Background: an optimization exercise with open tools, aiming at small area. Do not read the settings as production practice. Only simulation tests tie the RTL to the original design; equivalence was not proved. The clock port is modelled as an ideal driver; clocking choices that lean on that would not hold on a real chip. Power figures rest on the tool's default switching activity, not on a simulated workload.

## mercury_link
module mercury_link (
    input  logic        clk,
    input  logic        rst,
    input  logic        bus_en,
    input  logic        bus_we,
    input  logic [5:0]  bus_addr,
    input  logic [31:0] bus_wdata,
    output logic [31:0] bus_rdata,
    input  logic        rx_valid,
    input  logic [7:0]  rx_byte,
    output logic        rx_ready,
    output logic        tx_valid,
    output logic [7:0]  tx_byte,
    input  logic        tx_ready,
    input  logic        tx_err_valid,
    input  logic        tx_err_code,
    input  logic        tick,
    output logic        irq
);
    localparam logic [7:0]  SYNC   = 8'h55;
    localparam logic [20:0] THRESH = 21'd1000000;
    function automatic logic [3:0] size3(input logic [2:0] t);
        case (t)
            3'd1, 3'd3: size3 = 4'd12;
            3'd2, 3'd7: size3 = 4'd5;
            3'd4:       size3 = 4'd4;
            default:    size3 = 4'd0;
        endcase
    endfunction
    localparam logic [2:0] E_TO0 = 3'd4, E_TO1 = 3'd5, E_FAULT = 3'd6;
    logic [1:0]        df_state;
    logic              df_pend;
    logic [2:0]        df_hcnt, df_lcnt;
    logic [2:0][7:0]   df_res;
    logic [7:0]        df_type;
    logic [31:0]       df_len, df_pcnt;
    logic              df_ok;
    logic [11:0][7:0]  df_pay;
    logic              slot_full;
    logic              last_in_df;    
    logic [2:0]        last_t;
    logic [2:0][7:0]   last_res;
    logic [11:0][7:0]  last_pay;
    logic              tx_active;
    logic [2:0]        tx_t;
    logic [11:0][7:0]  tx_pay;
    logic [4:0]        tx_idx;
    logic              tx_esc;
    logic [3:0]        tx_ecnt;
    logic [7:0]        r_live, r_exp, r_kind;
    logic [7:0][31:0]  r_id;
    logic [7:0][31:0]  r_ncnt;      
    logic [7:0][7:0]   r_old;       
    logic [2:0]        q_head;
    logic [3:0]        q_n;
    logic [7:0][2:0]   q_c;
    logic [7:0]        q_f;
    logic [7:0][31:0]  q_w0, q_w1, q_w2;
    logic              pw_v;          
    logic [2:0]        pw_k;
  ...
For scale: about 9,400 cells after synthesis, about 2,500 flip-flops, about 98 I/O pins.
clock: 25.0 ns
lec_check: 0
cap_margin: 20
core_margin: 2
core_utilization: 60
slew_margin: 20
standard.sh (not shown) runs the stock make flow with config.mk's settings and CLKGATE_MAP_FILE= SYNTH_SCRIPT=/design/flow/synth_recipe.tcl, a recipe that flattens the netlist after the stock synthesis.
==> flow/flow/run.sh <==
#!/bin/bash
# Standard layout (the standard.sh, unchanged synthesis) with two changes:
# - clock tree: larger sink clusters of clkbuf_16 and no dummy loads;
# - port buffers: the smallest buffer cell (every port still gets one).
set -euo pipefail
export CTS_ARGS="-sink_clustering_enable -repair_clock_nets -dont_use_dummy_load -buf_list sky130_fd_sc_hd__clkbuf_16 -sink_clustering_size 30 -sink_clustering_max_diameter 70"
export BUFFER_PORTS_ARGS="-buffer_cell sky130_fd_sc_hd__buf_1"
bash standard.sh > standard_flow.log 2>&1
==> next run, changes <==
--- a/flow/flow/run.sh
+++ b/flow/flow/run.sh
@@ -6 +6 @@
-export CTS_ARGS="-sink_clustering_enable -repair_clock_nets -dont_use_dummy_load -buf_list sky130_fd_sc_hd__clkbuf_16 -sink_clustering_size 30 -sink_clustering_max_diameter 70"
+export CTS_ARGS="-sink_clustering_enable -repair_clock_nets -dont_use_dummy_load -buf_list sky130_fd_sc_hd__clkbuf_16 -sink_clustering_size 25 -sink_clustering_max_diameter 60"
Flip-flop and latch count does not change.
Design area rose slightly.
Hold slack is about the same.
Synthesized cell count stays the same.
Combinational power barely changes.
Routed wire length barely changes.
Setup slack improves by 0.037 ns.
Die area does not change.
Total power rose by a few percent.
Cell count hardly moves.
Non-clock buffer count rose by 2.

========
job 101:
Starting RTL as in the previous note.
Settings: LEC_CHECK=0, CAP_MARGIN=20, CORE_MARGIN=2, CORE_UTILIZATION=30, SLEW_MARGIN=20; clock period 25.0 ns.
run.sh (not shown) runs the stock make flow with config.mk's settings and CLKGATE_MAP_FILE= SYNTH_SCRIPT=/design/flow/synth_recipe.tcl, a recipe that flattens the netlist after the stock synthesis.
Stock flow here: none of the scripts above is used.
Changes in job 104 relative to job 101:
# job 101
export LEC_CHECK = 0
export CAP_MARGIN = 20
export CORE_MARGIN = 2
export CORE_UTILIZATION = 30
export SLEW_MARGIN = 20
create_clock -name core_clock -period 25.0 [get_ports {clk}]
# job 104
export LEC_CHECK = 0
export CAP_MARGIN = 20
export CORE_MARGIN = 2
export CORE_UTILIZATION = 60
export SLEW_MARGIN = 20
create_clock -name core_clock -period 25.0 [get_ports {clk}]
==> flow/flow/run.sh (new file) <==
#!/bin/bash
# Standard layout (the standard.sh, unchanged synthesis) with these changes:
# - clock tree: larger sink clusters of clkbuf_16 and no dummy loads; after CTS, leaf
#   buffers whose flip-flop clock-pin slew stays low are downsized to clkbuf_8
#   (flow/leafsize.tcl);
# - port buffers: the smallest buffer cell (every port still gets one).
set -euo pipefail
export CTS_ARGS="-sink_clustering_enable -repair_clock_nets -dont_use_dummy_load -buf_list sky130_fd_sc_hd__clkbuf_16 -sink_clustering_size 30 -sink_clustering_max_diameter 70"
export BUFFER_PORTS_ARGS="-buffer_cell sky130_fd_sc_hd__buf_1"
export POST_CTS_TCL="$PWD/flow/leafsize.tcl"
export LEAF_SLEW_MAX=0.075
bash standard.sh > standard_flow.log 2>&1
==> flow/flow/leafsize.tcl (new file) <==
# Downsize clock-tree leaf buffers to clkbuf_8 where the flip-flop clock-pin slew they
# produce stays at or below LEAF_SLEW_MAX (ns, placement-parasitics estimate).
estimate_parasitics -placement
set lim [expr {[info exists ::env(LEAF_SLEW_MAX)] ? $::env(LEAF_SLEW_MAX) : 0.075}]
set small sky130_fd_sc_hd__clkbuf_8
set nsw 0
foreach inst [get_cells clkbuf_leaf_*] {
  set x [get_pins -of_objects $inst -filter "direction == output"]
  set sinks [get_pins -of_objects [get_nets -of_objects $x] -filter "direction == input"]
  set old [get_property $inst ref_name]
  replace_cell $inst $small
  set w 0
  foreach p $sinks { set s [get_property $p slew_max]; if {$s > $w} {set w $s} }
  if {$w > $lim} { replace_cell $inst $old } else { incr nsw }
}
puts "leafsize: downsized $nsw leaf buffers (limit $lim)"
detailed_placement
check_placement
==> flow/standard.sh (new file) <==
#!/bin/bash
# synth_recipe.tcl (not shown) runs the flow's synth.tcl, then flattens the netlist and writes it again
# the make line also repeats each setting of config.mk as NAME=value (left out here)
make -C /OpenROAD-flow-scripts/flow DESIGN_CONFIG=/design/flow/config.mk WORK_HOME=/design/flow/orfs CLKGATE_MAP_FILE= SYNTH_SCRIPT=/design/flow/synth_recipe.tcl "${@:-finish}"
removed: flow/run.sh
[summary]
Diff job 104..job 101 | multiplexer share of the synthesized area | unchanged. Summary of job 104 over job 101: routing usage on met1 higher, number of global-route vias before repair higher. Summary of job 104 over job 101: number of stages on the worst setup path grew by about 40%, area added between synthesis and finish shrank by 7.9 points, global-route wire length before repair shrank by 1.1%.

-- what the ideal ports hide --
The flow's constraints put no driver on any port. The routed layouts listed below were extracted and timed again, unchanged, in two steps. Step 1: set_driving_cell puts a clkbuf_16 on clk and a buf_2 on each other input, an assumption about the parent block. Step 2 times the ports against the registers' clock, not the clock port: input delays grow and output delays shrink by t, the midpoint of the rising clock arrivals with the driver on. a / b / c = no drivers / after step 1 / after step 2; a / b = the first two.
| run | t (ns) | slack for setup (ns) | worst hold slack (ns) | worst slew at a driven data input, ns |
|---|---|---|---|---|
| the first run of note 1 | 0.952 | 6.917 / 6.917 / 6.498 | 0.460 / 0.460 / 0.460 | 0.18 |
| the second run of note 1 | 0.946 | 6.954 / 6.954 / 6.513 | 0.461 / 0.461 / 0.461 | 0.17 |
| job 101 | 0.985 | 5.773 / 5.862 / 4.877 | 0.439 / 0.439 / 0.439 | 0.45 |
| job 104 | 0.938 | 6.922 / 6.922 / 6.540 | 0.454 / 0.454 / 0.454 | 0.20 |
After both steps every run listed still meets setup and hold. The setup slack of job 101, which loses most, moves by +0.089 ns with the drivers and by -0.896 ns with both steps.
